Context: an optimization exercise on an open-source flow, tuned for small area, a short achievable clock period and few clock cycles per item. The choices shown serve that exercise and are no tape-out recipe.
Where RTL was checked, it was by simulation tests only, not by an equivalence proof against the original.

// spu_adpcm_decoder
module spu_adpcm_decoder (
    input  wire         clk,
    input  wire         rst,           
    input  wire         in_valid,
    output wire         in_ready,
    input  wire [4:0]   in_voice,      
    input  wire [127:0] in_block,      
    output wire         out_valid,
    input  wire         out_ready,
    output wire [15:0]  out_sample,    
    output wire [4:0]   out_voice,
    output wire [4:0]   out_index,     
    output wire [2:0]   out_flags      
);
    localparam NV = 24;
    localparam W  = 23;                
    localparam AW = 29;                
    localparam HW = 2 * W;             
    function [2*AW-1:0] csa;
        input [AW-1:0] a, b, c;
        begin
            csa[AW-1:0]    = a ^ b ^ c;
            csa[2*AW-1:AW] = ((a & b) | (a & c) | (b & c)) << 1;
        end
    endfunction
    reg [NV*HW-1:0] ring;              
    reg [4:0]       pos;               
    reg             sweep;             
    wire [4:0]      pos_n = (pos == NV - 1) ? 5'd0 : pos + 5'd1;
    reg [W-1:0]     pnd_x1, pnd_p0;
    reg             pnd_c0;
    reg [4:0]       pnd_voice;
    reg [2:0]       pnd_flags;
    reg             pnd_v;             
    wire [W-1:0]    pnd_x0 = pnd_p0 + pnd_c0;
    reg [HW-1:0]    fet;               
    reg             fet_v;
    reg             fhit;              
    wire            wb_hit  = pnd_v && (pos == pnd_voice);
    wire [HW-1:0]   head_in = sweep ? {HW{1'b0}} : (wb_hit ? {pnd_x1, pnd_x0} : ring[HW-1:0]);
    always @(posedge clk)
        ring <= {head_in, ring[NV*HW-1:HW]};
    always @(posedge clk) begin
        if (rst) begin
            pos   <= NV - 1;
            sweep <= 1'b1;
        end else begin
            pos <= pos_n;
            if (pos == NV - 2) sweep <= 1'b0;
        end
    end
    reg [111:0] b_nib;
    reg [3:0]   b_shift;
    reg [3:0]   b_filt;               
    reg [2:0]   b_flags;
    reg [4:0]   b_voice;
    reg         bfull;                
    reg         in_ready_r;
    wire in_fire = in_valid && in_ready_r;
    wire [2:0] in_f = in_block[6:4];
    wire [3:0] in_filt = {in_f[2], in_f == 3'd3, in_f == 3'd2, in_f == 3'd1};
    reg         cw;                    
    reg [4:0]   cidx;                  
    reg [3:0]   cn;                    
    reg [3:0]   cn2;                   
    reg [3:0]   cshift;
  ...
Size: roughly 1500 flip-flops, roughly 170 I/O pins.
Settings: LEC_CHECK=0, CAP_MARGIN=20, CORE_MARGIN=2, CORE_UTILIZATION=40, SLEW_MARGIN=20; clock period 14.5 ns.
standard.sh (not shown) runs the stock make flow with config.mk's settings and CLKGATE_MAP_FILE= SYNTH_SCRIPT=/design/flow/synth_recipe.tcl, a recipe that flattens the netlist after the stock synthesis.
==> flow/flow/run.sh <==
#!/bin/bash
# Standard ORFS layout (the standard.sh) with: timing repair aiming for
# 10 ns of setup slack on the design's own constraints (the clock period is
# unchanged), the smallest buffer on the ports, and a clock tree without
# dummy loads. make's full output goes to flow_standard.log here; each
# tool's own log is under orfs/logs.
set -euo pipefail
export SETUP_SLACK_MARGIN=10
export BUFFER_PORTS_ARGS="-buffer_cell sky130_fd_sc_hd__buf_1"
export CTS_ARGS="-sink_clustering_enable -repair_clock_nets -dont_use_dummy_load -sink_clustering_size 22 -sink_clustering_max_diameter 80 -buf_list sky130_fd_sc_hd__clkbuf_16"
bash standard.sh > flow_standard.log 2>&1
The first run produced a clean layout.
Testbench counts at the start, summed over its fixed seeds: cycles 35,888, blocks 1,280.
Edit:
- ABC_AREA: unset -> 1
=> Utilization rose by 0.31 points. Cell count rose by about a fifth.
Edit:
==> flow/flow/run.sh (replaced) <==
#!/bin/bash
# Standard ORFS layout (the standard.sh) with: timing repair aiming for
# 9.5 ns of setup slack on the design's own constraints (the clock period is
# unchanged), the smallest buffer on the ports, and a clock tree without
# dummy loads. make's full output goes to flow_standard.log here; each
# tool's own log is under orfs/logs.
set -euo pipefail
export SETUP_SLACK_MARGIN=9.5
export BUFFER_PORTS_ARGS="-buffer_cell sky130_fd_sc_hd__buf_1"
export CTS_ARGS="-sink_clustering_enable -repair_clock_nets -dont_use_dummy_load -sink_clustering_size 22 -sink_clustering_max_diameter 80 -buf_list sky130_fd_sc_hd__clkbuf_16"
bash standard.sh > flow_standard.log 2>&1
- ABC_AREA: 1 -> unset
- TNS_END_PERCENT: unset -> 5
Register-to-register slack got worse by 0.57 ns.
Worst hold slack improved by 0.022 ns.
Non-clock buffer count falls by 92.
Routed wire length falls by 18%.
Maximum frequency falls by about 10%.
Count of clock-buffer cells in the layout is unchanged.
Area after synthesis falls by about 2%.
Via count falls by about 15%.
Design area falls by about 6.4%.

---

Another version of the RTL of spu_adpcm_decoder (not shown whole).
For scale: about 3400 cells after synthesis, roughly 1400 flip-flops, ~170 I/O pins, ~48000 µm² of cells after synthesis.
// spu_adpcm_decoder
module spu_adpcm_decoder (
    input  wire         clk,
    input  wire         rst,           
    input  wire         in_valid,
    output wire         in_ready,
    input  wire [4:0]   in_voice,      
    input  wire [127:0] in_block,      
    output wire         out_valid,
    input  wire         out_ready,
    output wire [15:0]  out_sample,    
    output wire [4:0]   out_voice,
    output wire [4:0]   out_index,     
    output wire [2:0]   out_flags      
);
Settings: LEC_CHECK=0, ABC_CLOCK_PERIOD_IN_PS=4000, CAP_MARGIN=20, CORE_MARGIN=2, CORE_UTILIZATION=40, SLEW_MARGIN=20; clock period 14.5 ns.
run.sh (not shown) runs the stock make flow with config.mk's settings and CLKGATE_MAP_FILE= SYNTH_SCRIPT=/design/flow/synth_recipe.tcl, a recipe that flattens the netlist after the stock synthesis.
Stock flow here: none of the scripts above is used.
Rerun with:
Settings changed: ABC_CLOCK_PERIOD_IN_PS 4000 to not set.
What happened: The changed run finished clean. Wire length is unchanged. Non-clock buffer count does not change. Flip-flop and latch count does not change. Global-route usage is unchanged. Clock skew does not change.
No functional check of the RTL was part of any run of this note.

---

Setup of 12-13:
spu_adpcm_decoder, a different RTL version from the one above (not shown whole).
Size in the first run: ~170 I/O pins, roughly 49,000 sq um of cells after synthesis.
clock: 14.5 ns
lec_check: 0
cap_margin: 20
core_margin: 2
core_utilization: 55
slew_margin: 20
standard.sh (not shown) runs the stock make flow with config.mk's settings and CLKGATE_MAP_FILE= SYNTH_SCRIPT=/design/flow/synth_recipe.tcl, a recipe that flattens the netlist after the stock synthesis.
==> flow/flow/run.sh <==
#!/bin/bash
# Standard ORFS layout (the standard.sh) with: timing repair aiming for
# 9.5 ns of setup slack on the design's own constraints (the clock period is
# unchanged), the smallest buffer on the ports, and a clock tree without
# dummy loads. make's full output goes to flow_standard.log here; each
# tool's own log is under orfs/logs.
set -euo pipefail
export SETUP_SLACK_MARGIN=9.5
export BUFFER_PORTS_ARGS="-buffer_cell sky130_fd_sc_hd__buf_1"
export CTS_ARGS="-sink_clustering_enable -repair_clock_nets -dont_use_dummy_load -sink_clustering_size 22 -sink_clustering_max_diameter 80 -buf_list sky130_fd_sc_hd__clkbuf_16"
bash standard.sh > flow_standard.log 2>&1
Testbench counts of 12-13, summed over its fixed seeds: cycles 35,888, blocks 1,280.
What 01-21 does differently from 12-13 at the input level:
- changing CORE_UTILIZATION from 55 to 40
--- outcome ---
01-21: PASS, flow complete, no timing, DRC or antenna violations
Compared with 12-13, in 01-21 critical path data arrival time shows a reduction of 110 ps, post-cts repair resize count shows a reduction of 12%.
On 01-21: layout net count is 38 lower than what 12-13 gave.

---

run 1:
spu_adpcm_decoder, a different RTL version from the one above (not shown whole).
Size: about 3,200 cells after synthesis, ~1,500 flip-flops, about 170 I/O pins.
==> flow/config.mk <==
export PLATFORM = sky130hd
export DESIGN_NAME = spu_adpcm_decoder
export DESIGN_NICKNAME = spu_adpcm_decoder
export VERILOG_FILES = /design/flow/design.v
export SDC_FILE = /design/flow/constraint.sdc
export NUM_CORES = 4
export LEC_CHECK = 0
export CAP_MARGIN = 20
export CORE_MARGIN = 2
export CORE_UTILIZATION = 40
export SLEW_MARGIN = 20
==> flow/constraint.sdc <==
create_clock -name core_clock -period 14.5 [get_ports {clk}]
set_input_delay 2.9000 -clock core_clock [delete_from_list [all_inputs] [get_ports {clk}]]
set_output_delay 2.9000 -clock core_clock [all_outputs]
set_load 0.01 [all_outputs]
==> flow/flow/run.sh <==
#!/bin/bash
# Standard ORFS layout; timing repair aims for a setup slack of 10 ns on
# the design's own constraints (the period is unchanged).
set -euo pipefail
export SETUP_SLACK_MARGIN=10
bash standard.sh > flow_standard.log 2>&1
Input-level comparison between run 2 and run 1:
==> flow/flow/run.sh <==
#!/bin/bash
# Standard ORFS layout; timing repair aims for a setup slack of 9 ns on
# the design's own constraints (the period is unchanged).
set -euo pipefail
export SETUP_SLACK_MARGIN=9
bash standard.sh > flow_standard.log 2>&1
Findings:
- Run 2 finished every step from synthesis to the final layout, and the layout passed the timing, design-rule and antenna checks.
- Delta (run 2 minus run 1): worst path setup slack after routing increased by 0.13 ns relative to the old numbers, final core area utilization went down, area of the multi-input gates -about 6.6%.
- Run 2 vs run 1, critical-path cell with the highest stage delay: sky130_fd_sc_hd__fa_2 vs sky130_fd_sc_hd__fa_1
No run of this note included a check of the RTL's function; only the layout flow was run.

---

## old
Another version of the RTL of spu_adpcm_decoder (not shown whole).
Size in the first run: ~4200 cells after synthesis, roughly 1500 flip-flops.
clock: 14.5 ns
lec_check: 0
abc_area: 1
cap_margin: 20
core_margin: 2
core_utilization: 40
slew_margin: 20
==> flow/flow/run.sh <==
#!/bin/bash
# Standard ORFS layout (the standard.sh) with: timing repair aiming for
# 9.5 ns of setup slack on the design's own constraints (the clock period is
# unchanged), the smallest buffer on the ports, and a clock tree without
# dummy loads. make's full output goes to flow_standard.log here; each
# tool's own log is under orfs/logs.
set -euo pipefail
export SETUP_SLACK_MARGIN=9.5
export BUFFER_PORTS_ARGS="-buffer_cell sky130_fd_sc_hd__buf_1"
export CTS_ARGS="-sink_clustering_enable -repair_clock_nets -dont_use_dummy_load -sink_clustering_size 22 -sink_clustering_max_diameter 80 -buf_list sky130_fd_sc_hd__clkbuf_16"
bash standard.sh > flow_standard.log 2>&1
old closes out successfully: all stages finished, all timing, DRC and antenna checks passed.
Testbench counts of old, summed over its fixed seeds: cycles 35,888, blocks 1,280.
Input changes introduced in new (baseline for comparison: old):
- ABC_AREA: 1 -> unset
==> comparison <==
new ended with less area after synthesis than old. More vias were needed by old than by new. new vs old — cell count dropped by more than 10%. Final critical delay including setup and external delays was higher in new than in old. Critical path startpoint: qf_r[1]$_DFF_P_ -> new, cf[2]$_DFF_P_ -> old. Global-route usage: old and new compared, lower one is new.

[static timing again, ports no longer ideal]
In the flow no input, the clock included, has a driving cell. The finished layouts below were timed again as built, in two steps. Step 1 assumes that a clkbuf_16 drives the clock port and a buf_2 every other input. Step 2 also shifts input and output timing later by t, the mid clock arrival at the registers, as if the neighbouring blocks saw the same clock. a / b / c = no drivers / after step 1 / after step 2; a / b = the first two.
run	t, ns	slack for setup (ns)	latest minus earliest clock arrival (ns)	worst register clock-pin slew, ns	worst data-port slew with drivers (ns)
the first run of note 1	0.685	9.264 / 9.264 / 9.264	0.093 / 0.093	0.09 / 0.09	0.07
the second run of note 1	0.711	9.583 / 9.583 / 9.583	0.094 / 0.094	0.09 / 0.09	0.09
the third run of note 1	0.715	9.015 / 9.015 / 9.015	0.085 / 0.085	0.09 / 0.09	0.08
the first run of note 2	0.803	2.507 / 2.507 / 2.507	0.052 / 0.051	0.07 / 0.07	0.13
the second run of note 2	0.803	2.507 / 2.507 / 2.507	0.052 / 0.051	0.07 / 0.07	0.13
12-13	0.699	9.163 / 9.163 / 9.140	0.086 / 0.086	0.09 / 0.09	0.07
01-21	0.716	9.281 / 9.281 / 9.109	0.069 / 0.069	0.09 / 0.09	0.08
run 1	0.795	8.126 / 8.126 / 8.126	0.073 / 0.073	0.07 / 0.07	0.11
run 2	0.805	8.255 / 8.255 / 8.255	0.031 / 0.031	0.07 / 0.07	0.10
old	0.701	9.588 / 9.588 / 8.999	0.076 / 0.077	0.09 / 0.09	0.10
new	0.691	9.235 / 9.235 / 9.000	0.098 / 0.098	0.09 / 0.09	0.14
After both steps every run listed still meets setup and hold. The setup slack of old, which loses most, moves by 0.000 ns with the drivers and by -0.589 ns with both steps.
